Source: an optimization exercise on an open RTL-to-GDS flow (aim: small area, a short achievable clock period and few clock cycles). Production flows keep margins and buffers that such runs may drop. No activity file was given, so power comes from the tool's default toggle rates.

==> flow/design.v <==
module boo_encoder (
  input  wire       clk,
  input  wire       rst,         
  input  wire       in_valid,
  output wire       in_ready,
  input  wire [7:0] in_data,
  input  wire       in_eof,
  input  wire       in_err,
  output wire       out_valid,
  input  wire       out_ready,
  output wire [7:0] out_data,
  input  wire       out_err,
  output wire [2:0] seq,
  output wire [1:0] err
);
  localparam [2:0] PH_HDR  = 3'b000,    
                   PH_HLF  = 3'b001,    
                   PH_DAT  = 3'b010,    
                   PH_TRL  = 3'b011,    
                   PH_DONE = 3'b110,
                   PH_ABR  = 3'b100,    
                   PH_ABW  = 3'b101;    
  localparam [7:0] CH_CR = 8'h0D, CH_LF = 8'h0A;
  reg  [2:0] ph;
  reg        p_lf, p_c3, p_z;   
  reg        ov;
  reg  [7:0] od;
  reg        g1, g2;            
  reg  [6:0] acc;               
  reg        n0, n1, n78;       
  reg  [5:0] col;               
  reg        w4, w2;            
  reg  [1:0] fill;              
  reg        hd_v, hd_e, hd_z;
  reg  [7:0] hd_b;
  reg        ir_v, ir_e, ir_z;
  reg  [7:0] ir_b;
  assign out_valid = ov;
  assign out_data  = od;
  assign seq = {ph[2] & ~ph[1], ph[2] & ph[1], ph[1]};
  assign err = {ph[2] & ~ph[1] & ph[0], ph[2] & ~ph[1] & ~ph[0]};
  assign in_ready = ~ir_v;
  wire slot     = ~ov | out_ready;
  wire out_fire = ov & out_ready;
  wire in_fire  = in_valid & in_ready;
  wire rd_fail  = in_fire & in_err;
  wire wr_fail  = out_fire & out_err;
  wire       src_v = hd_v;
  wire [7:0] sb    = hd_b;
  wire       kE    = hd_e;
  wire       kZ    = hd_z;                       
  wire       kN    = ~kE & ~kZ;
  wire hdr = (ph == PH_HDR);
  wire g0  = ~g1 & ~g2;
  reg  pnd;                                      
  wire nb  = ~n0 & ~n1;                          
  wire f0  = (fill == 2'd0);
  wire b0  = ~hdr & g0;
  wire sil = kZ & b0 & (p_c3 | n0 | (nb & ~n78));
  wire s_lit  = ~hdr & ~g0;                                 
  wire s_run  = kZ & b0 & n1 & ~w2;                         
  wire s_cut  = kZ & b0 & n78;                              
  wire s_c0   = kN & b0 & n0 & ~w4;                         
  wire s_zl   = ~kZ & b0 & n1 & ~w4;                        
  wire s_tn   = ~kZ & b0 & nb;                              
  wire s_pad  = kE & b0 & n0 & ~f0 & ~w2;                   
  wire s_trl  = kE & b0 & n0 & f0;                          
  wire s_wrap = b0 & ((kZ & n1 & w2) | (kN & (n0 | n1) & w4) |
                      (kE & ((n1 & w4) | (n0 & ~f0 & w2))));
  wire s_hb   = hdr & ~kE;
  wire s_he   = hdr & kE;
  wire do_pend = pnd & slot;
  wire do_sil  = src_v & sil & (~p_c3 | slot);
  wire do_step = src_v & ~sil & ~pnd & slot;
  wire fin_step = (s_lit & ~kE) | s_run | s_cut | s_c0 | s_trl | s_hb | s_he;
  wire done     = do_sil | (do_step & fin_step);
  wire take     = ~hd_v | done;            
  wire [7:0] in_b = in_eof ? 8'h00 : in_data;
  wire       in_z = ~in_eof & (in_data == 8'h00);
  function [3:0] TU(input [2:0] u);       
    TU = {1'b0, u + 3'd3};
  endfunction
  wire       c_cr = ~pnd & (s_he | s_wrap | s_trl);
  wire       c_c1 = ~pnd & s_lit & g1;
  wire       c_c2 = ~pnd & s_lit & g2;
  wire       c_c0 = ~pnd & s_c0;
  wire       c_tn = ~pnd & s_tn;
  wire       c_tl = ~pnd & (s_run | s_cut | s_pad);
  wire [3:0] vl = ({4{p_lf}} & 4'hA) |
                  ({4{c_cr}} & 4'hD) |
                  ({4{p_c3}} & acc[3:0]) |
                  ({4{c_c1}} & sb[7:4]) |
                  ({4{c_c2}} & {acc[1:0], sb[7:6]}) |
                  ({4{c_c0}} & sb[5:2]) |
                  ({4{c_tn}} & acc[3:0]) |
                  ({4{c_tl}} & 4'hE);
  wire [3:0] vu = ({4{p_c3}} & TU({1'b0, acc[5:4]})) |
                  ({4{c_c1}} & TU({1'b0, acc[1:0]})) |
                  ({4{c_c2}} & TU({1'b0, acc[3:2]})) |
                  ({4{c_c0}} & TU({1'b0, sb[7:6]})) |
                  ({4{c_tn}} & TU(acc[6:4])) |
                  ({4{c_tl}} & 4'h7) |
                  ({4{p_z | (~pnd & s_zl)}} & 4'h3);       
  wire [7:0] ch = (~pnd & s_hb) ? sb : {vu, vl};
  wire op_load = do_step & (s_lit | s_c0);
  wire op_inc  = (do_sil & ~p_c3) | (do_step & s_run);
  wire op_set1 = (do_sil & p_c3) | (do_step & s_cut);
  wire op_set0 = (do_pend & p_c3) | (do_step & (s_zl | s_tn));
  wire [4:0] col_hi1 = col[5:1] + 5'd1;
  wire col_clr  = do_step & s_wrap;
  wire col_inc1 = do_step & (s_run | s_pad);
  wire col_inc2 = do_step & (s_c0 | s_zl);
  reg  [2:0] ph_n;
  always @* begin
    ph_n = ph;
    if (do_step & s_trl) ph_n = PH_TRL;
    if (do_step & s_he)  ph_n = PH_HLF;
    if (out_fire && !pnd) begin
      if (ph == PH_HLF && ph_n == PH_HLF) ph_n = PH_DAT;
      if (ph == PH_TRL) ph_n = PH_DONE;
    end
  end
  always @(posedge clk) begin
    if (rst) begin
      ph <= PH_HDR;
      ov <= 1'b0;
    end else if (wr_fail) begin
      ph <= PH_ABW;
      ov <= 1'b0;
    end else if (rd_fail) begin
      ph <= PH_ABR;
      ov <= 1'b0;
    end else if (ph[2]) begin
      ov <= 1'b0;                       
    end else begin
      ph <= ph_n;
      if (ph_n == PH_DONE) ov <= 1'b0;
      else if (slot) ov <= do_pend | do_step;
    end
  end
  always @(posedge clk) begin
    if (rst) begin
      p_lf   <= 1'b0;
      p_c3   <= 1'b0;
      p_z    <= 1'b0;
      pnd    <= 1'b0;
      g1     <= 1'b0;
      g2     <= 1'b0;
      acc    <= 7'd0;
      n0     <= 1'b1;
      n1     <= 1'b0;
      n78    <= 1'b0;
      col    <= 6'd0;
      w4     <= 1'b0;
      w2     <= 1'b0;
      fill   <= 2'd0;
      hd_v   <= 1'b0;
      ir_v   <= 1'b0;
    end else begin
      if (do_pend) begin
        p_lf <= 1'b0;
        p_c3 <= 1'b0;
        p_z  <= 1'b0;
        pnd  <= 1'b0;
      end
      if (do_step & ((s_lit & g2) | s_wrap | s_trl | s_he | s_pad))
        pnd <= 1'b1;
      if (do_step) begin
        if (s_lit & g2) p_c3 <= 1'b1;
        if (s_wrap | s_trl | s_he) p_lf <= 1'b1;
        if (s_pad) p_z <= 1'b1;
        if (s_lit) begin
          g1 <= g0;                     
          g2 <= g1;
        end
        if (s_c0 | s_zl) g1 <= 1'b1;
        if (s_lit & kE) fill <= g1 ? 2'd2 : (f0 ? 2'd1 : fill);
        if (s_pad) fill <= fill - 2'd1;
      end
      if (op_load) begin
        acc <= {1'b0, sb[5:0]};
      end else if (op_inc) begin
        acc <= acc + 7'd1;
        n0  <= 1'b0;
        n1  <= n0;
        n78 <= (acc == 7'd77);
      end else if (op_set1) begin
        acc <= 7'd1;
        n0  <= 1'b0;
        n1  <= 1'b1;
        n78 <= 1'b0;
      end else if (op_set0) begin
        acc <= 7'd0;
        n0  <= 1'b1;
        n1  <= 1'b0;
        n78 <= 1'b0;
      end
      if (col_clr) begin
        col <= 6'd0;
        w4  <= 1'b0;
        w2  <= 1'b0;
      end else if (col_inc1) begin
        col <= col[0] ? {col_hi1, 1'b0} : {col[5:1], 1'b1};
        w4  <= (col >= 6'd34);
        w2  <= w4;
      end else if (col_inc2) begin
        col <= {col_hi1, col[0]};
        w4  <= (col >= 6'd33);
        w2  <= (col >= 6'd34);
      end
      if (take) hd_v <= ir_v | (in_fire & ~in_err);
      ir_v <= (ir_v & ~take) | (in_fire & ~in_err & ~(take & ~ir_v));
    end
  end
  always @(posedge clk) begin
    if (slot) od <= ch;
    if (take) begin
      hd_b <= ir_v ? ir_b : in_b;
      hd_e <= ir_v ? ir_e : in_eof;
      hd_z <= ir_v ? ir_z : in_z;
    end
    if (in_ready) begin
      ir_b <= in_b;
      ir_e <= in_eof;
      ir_z <= in_z;
    end
  end
endmodule
==> flow/config.mk <==
export PLATFORM = sky130hd
export DESIGN_NAME = boo_encoder
export DESIGN_NICKNAME = boo_encoder
export VERILOG_FILES = /design/flow/design.v
export SDC_FILE = /design/flow/constraint.sdc
export NUM_CORES = 4
export LEC_CHECK = 0
export CAP_MARGIN = 20
export CORE_MARGIN = 2
export CORE_UTILIZATION = 60
export SETUP_SLACK_MARGIN = 2.8
export SLEW_MARGIN = 20
==> flow/constraint.sdc <==
create_clock -name core_clock -period 5.0 [get_ports {clk}]
set_input_delay 1.0000 -clock core_clock [delete_from_list [all_inputs] [get_ports {clk}]]
set_output_delay 1.0000 -clock core_clock [all_outputs]
set_load 0.01 [all_outputs]
standard.sh (not shown) runs the stock make flow with config.mk's settings and CLKGATE_MAP_FILE= SYNTH_SCRIPT=/design/flow/synth_recipe.tcl, a recipe that flattens the netlist after the stock synthesis.
==> flow/flow/run.sh <==
#!/bin/bash
# The standard layout, with plain buffers (not delay cells) on the ports and
# a clock tree of larger sink clusters without dummy balancing loads.
set -euo pipefail
bash standard.sh 'BUFFER_PORTS_ARGS=-buffer_cell sky130_fd_sc_hd__buf_2' \
  'CTS_ARGS=-sink_clustering_enable -repair_clock_nets -dont_use_dummy_load -sink_clustering_size 30 -sink_clustering_max_diameter 200' \
  finish > standard_flow.log 2>&1
Then changed:
--- a/flow/design.v
+++ b/flow/design.v
@@ -26,9 +26,8 @@
   reg        ov;
   reg  [7:0] od;
   reg        g1, g2;            
   reg  [6:0] acc;               
-  reg        n0, n1, n78;       
   reg  [5:0] col;               
   reg        w4, w2;            
   reg  [1:0] fill;              
   reg        hd_v, hd_e, hd_z;
@@ -52,8 +51,11 @@
   wire       kN    = ~kE & ~kZ;
   wire hdr = (ph == PH_HDR);
   wire g0  = ~g1 & ~g2;
   reg  pnd;                                      
+  wire n0  = (acc == 7'd0);
+  wire n1  = (acc == 7'd1);
+  wire n78 = (acc == 7'd78);
   wire nb  = ~n0 & ~n1;                          
   wire f0  = (fill == 2'd0);
   wire b0  = ~hdr & g0;
   wire sil = kZ & b0 & (p_c3 | n0 | (nb & ~n78));
@@ -105,9 +107,8 @@
   wire op_load = do_step & (s_lit | s_c0);
   wire op_inc  = (do_sil & ~p_c3) | (do_step & s_run);
   wire op_set1 = (do_sil & p_c3) | (do_step & s_cut);
   wire op_set0 = (do_pend & p_c3) | (do_step & (s_zl | s_tn));
-  wire [4:0] col_hi1 = col[5:1] + 5'd1;
   wire col_clr  = do_step & s_wrap;
   wire col_inc1 = do_step & (s_run | s_pad);
   wire col_inc2 = do_step & (s_c0 | s_zl);
   reg  [2:0] ph_n;
@@ -146,11 +147,8 @@
       pnd    <= 1'b0;
       g1     <= 1'b0;
       g2     <= 1'b0;
       acc    <= 7'd0;
-      n0     <= 1'b1;
-      n1     <= 1'b0;
-      n78    <= 1'b0;
       col    <= 6'd0;
       w4     <= 1'b0;
       w2     <= 1'b0;
       fill   <= 2'd0;
@@ -176,36 +174,22 @@
         if (s_c0 | s_zl) g1 <= 1'b1;
         if (s_lit & kE) fill <= g1 ? 2'd2 : (f0 ? 2'd1 : fill);
         if (s_pad) fill <= fill - 2'd1;
       end
-      if (op_load) begin
-        acc <= {1'b0, sb[5:0]};
-      end else if (op_inc) begin
-        acc <= acc + 7'd1;
-        n0  <= 1'b0;
-        n1  <= n0;
-        n78 <= (acc == 7'd77);
-      end else if (op_set1) begin
-        acc <= 7'd1;
-        n0  <= 1'b0;
-        n1  <= 1'b1;
-        n78 <= 1'b0;
-      end else if (op_set0) begin
-        acc <= 7'd0;
-        n0  <= 1'b1;
-        n1  <= 1'b0;
-        n78 <= 1'b0;
-      end
+      if (op_load)      acc <= {1'b0, sb[5:0]};
+      else if (op_inc)  acc <= acc + 7'd1;
+      else if (op_set1) acc <= 7'd1;
+      else if (op_set0) acc <= 7'd0;
       if (col_clr) begin
         col <= 6'd0;
         w4  <= 1'b0;
         w2  <= 1'b0;
       end else if (col_inc1) begin
-        col <= col[0] ? {col_hi1, 1'b0} : {col[5:1], 1'b1};
+        col <= col + 6'd1;
         w4  <= (col >= 6'd34);
         w2  <= w4;
       end else if (col_inc2) begin
-        col <= {col_hi1, col[0]};
+        col <= col + 6'd2;
         w4  <= (col >= 6'd33);
         w2  <= (col >= 6'd34);
       end
       if (take) hd_v <= ir_v | (in_fire & ~in_err);
Clock-buffer cell count does not change. Critical path depth is higher by 1. Cell area is higher by 6.9%. Wire length is higher by 13%. Clock skew is higher by 0.0058 ns. Die area is lower by 1.2%. Power is higher by 0.95%. Clock power hardly moves. Setup slack gets worse by 0.11 ns. Non-clock buffer count is higher by 22. Cell count is higher by 3.5%. First-iteration DRC count is higher by 8.0%.
No run of this note included a check of the RTL's function; only the layout flow was run.

oak:
Starts from the design.v that is shown in full above.
clock: 5.0 ns
lec_check: 0
cap_margin: 20
core_margin: 2
core_utilization: 60
setup_slack_margin: 2.7
slew_margin: 20
Scripts as last shown in full above: flow/flow/run.sh
oak completed every stage of the flow, and the final layout passed the timing, design-rule and antenna checks.
[inputs] pine vs oak
diff --git a/flow/design.v b/flow/design.v
--- a/flow/design.v
+++ b/flow/design.v
@@ -28,7 +28,5 @@
   reg        g1, g2;            
   reg  [6:0] acc;               
-  reg        n0, n1, n78;       
   reg  [5:0] col;               
-  reg        w4, w2;            
   reg  [1:0] fill;              
   reg        hd_v, hd_e, hd_z;
@@ -53,5 +51,10 @@
   wire hdr = (ph == PH_HDR);
   wire g0  = ~g1 & ~g2;
-  reg  pnd;                                      
+  wire pnd = p_lf | p_c3 | p_z;
+  wire w4  = (col >= 6'd35);           
+  wire w2  = (col == 6'd36);           
+  wire n0  = (acc == 7'd0);
+  wire n1  = (acc == 7'd1);
+  wire n78 = (acc == 7'd78);
   wire nb  = ~n0 & ~n1;                          
   wire f0  = (fill == 2'd0);
@@ -107,5 +110,4 @@
   wire op_set1 = (do_sil & p_c3) | (do_step & s_cut);
   wire op_set0 = (do_pend & p_c3) | (do_step & (s_zl | s_tn));
-  wire [4:0] col_hi1 = col[5:1] + 5'd1;
   wire col_clr  = do_step & s_wrap;
   wire col_inc1 = do_step & (s_run | s_pad);
@@ -144,14 +146,8 @@
       p_c3   <= 1'b0;
       p_z    <= 1'b0;
-      pnd    <= 1'b0;
       g1     <= 1'b0;
       g2     <= 1'b0;
       acc    <= 7'd0;
-      n0     <= 1'b1;
-      n1     <= 1'b0;
-      n78    <= 1'b0;
       col    <= 6'd0;
-      w4     <= 1'b0;
-      w2     <= 1'b0;
       fill   <= 2'd0;
       hd_v   <= 1'b0;
@@ -162,8 +158,5 @@
         p_c3 <= 1'b0;
         p_z  <= 1'b0;
-        pnd  <= 1'b0;
       end
-      if (do_step & ((s_lit & g2) | s_wrap | s_trl | s_he | s_pad))
-        pnd <= 1'b1;
       if (do_step) begin
         if (s_lit & g2) p_c3 <= 1'b1;
@@ -178,35 +171,11 @@
         if (s_pad) fill <= fill - 2'd1;
       end
-      if (op_load) begin
-        acc <= {1'b0, sb[5:0]};
-      end else if (op_inc) begin
-        acc <= acc + 7'd1;
-        n0  <= 1'b0;
-        n1  <= n0;
-        n78 <= (acc == 7'd77);
-      end else if (op_set1) begin
-        acc <= 7'd1;
-        n0  <= 1'b0;
-        n1  <= 1'b1;
-        n78 <= 1'b0;
-      end else if (op_set0) begin
-        acc <= 7'd0;
-        n0  <= 1'b1;
-        n1  <= 1'b0;
-        n78 <= 1'b0;
-      end
-      if (col_clr) begin
-        col <= 6'd0;
-        w4  <= 1'b0;
-        w2  <= 1'b0;
-      end else if (col_inc1) begin
-        col <= col[0] ? {col_hi1, 1'b0} : {col[5:1], 1'b1};
-        w4  <= (col >= 6'd34);
-        w2  <= w4;
-      end else if (col_inc2) begin
-        col <= {col_hi1, col[0]};
-        w4  <= (col >= 6'd33);
-        w2  <= (col >= 6'd34);
-      end
+      if (op_load)      acc <= {1'b0, sb[5:0]};
+      else if (op_inc)  acc <= acc + 7'd1;
+      else if (op_set1) acc <= 7'd1;
+      else if (op_set0) acc <= 7'd0;
+      if (col_clr)       col <= 6'd0;
+      else if (col_inc1) col <= col + 6'd1;
+      else if (col_inc2) col <= col + 6'd2;
       if (take) hd_v <= ir_v | (in_fire & ~in_err);
       ir_v <= (ir_v & ~take) | (in_fire & ~in_err & ~(take & ~ir_v));
Findings:
When pine is set beside oak, its design area turns out to be 3.4% larger.
Changes observed in pine relative to oak: final sequential cell count shows a reduction of about 10%, sum of internal, switching and leakage power shows a reduction of 21%, routed length on met3 shows an increase of about 20%.
Setup WNS oak -> pine: worse
Between pine and oak, it is pine whose clock period minus final worst setup slack is higher, by 0.087 ns.
Going from oak to pine, the sequential share of layout area was found to have gone down by 3.5 points.
No functional check of the RTL was part of any run of this note.

-- port drivers added, routing unchanged --
In the flow no input, the clock included, has a driving cell. The finished layouts below were timed again as built, in two steps. Step 1 (the two cells are an assumption about what drives the block):
set clk [get_ports {clk}]
set_driving_cell -lib_cell sky130_fd_sc_hd__clkbuf_16 $clk
set_driving_cell -lib_cell sky130_fd_sc_hd__buf_2 [delete_from_list [all_inputs] $clk]
Step 2 adds t to the input delays and takes it off the output delays; t is the mean of the earliest and latest rising clock arrival at the registers after step 1. Input paths then give back, and output paths get back, about the clock's delay inside the block. Three values: ideal ports, drivers, drivers and shift; two values: the first two.
| run | t (ns) | setup WS [ns] | worst setup path after step 2 | latest minus earliest clock arrival (ns) | worst slew at a driven data input, ns |
|---|---|---|---|---|---|
| the first run of note 1 | 0.358 | 2.821 / 2.832 / 2.474 | input to register | 0.025 / 0.025 | 0.03 |
| the second run of note 1 | 0.364 | 2.709 / 2.704 / 2.340 | input to register | 0.030 / 0.030 | 0.05 |
| oak | 0.365 | 2.742 / 2.751 / 2.386 | input to register | 0.021 / 0.020 | 0.03 |
| pine | 0.329 | 2.655 / 2.655 / 2.339 | input to register | 0.028 / 0.027 | 0.03 |
After both steps setup and hold are still met in every run listed. For the second run of note 1, which loses most, drivers alone change the setup slack by -0.005 ns; drivers and shift together by -0.369 ns.
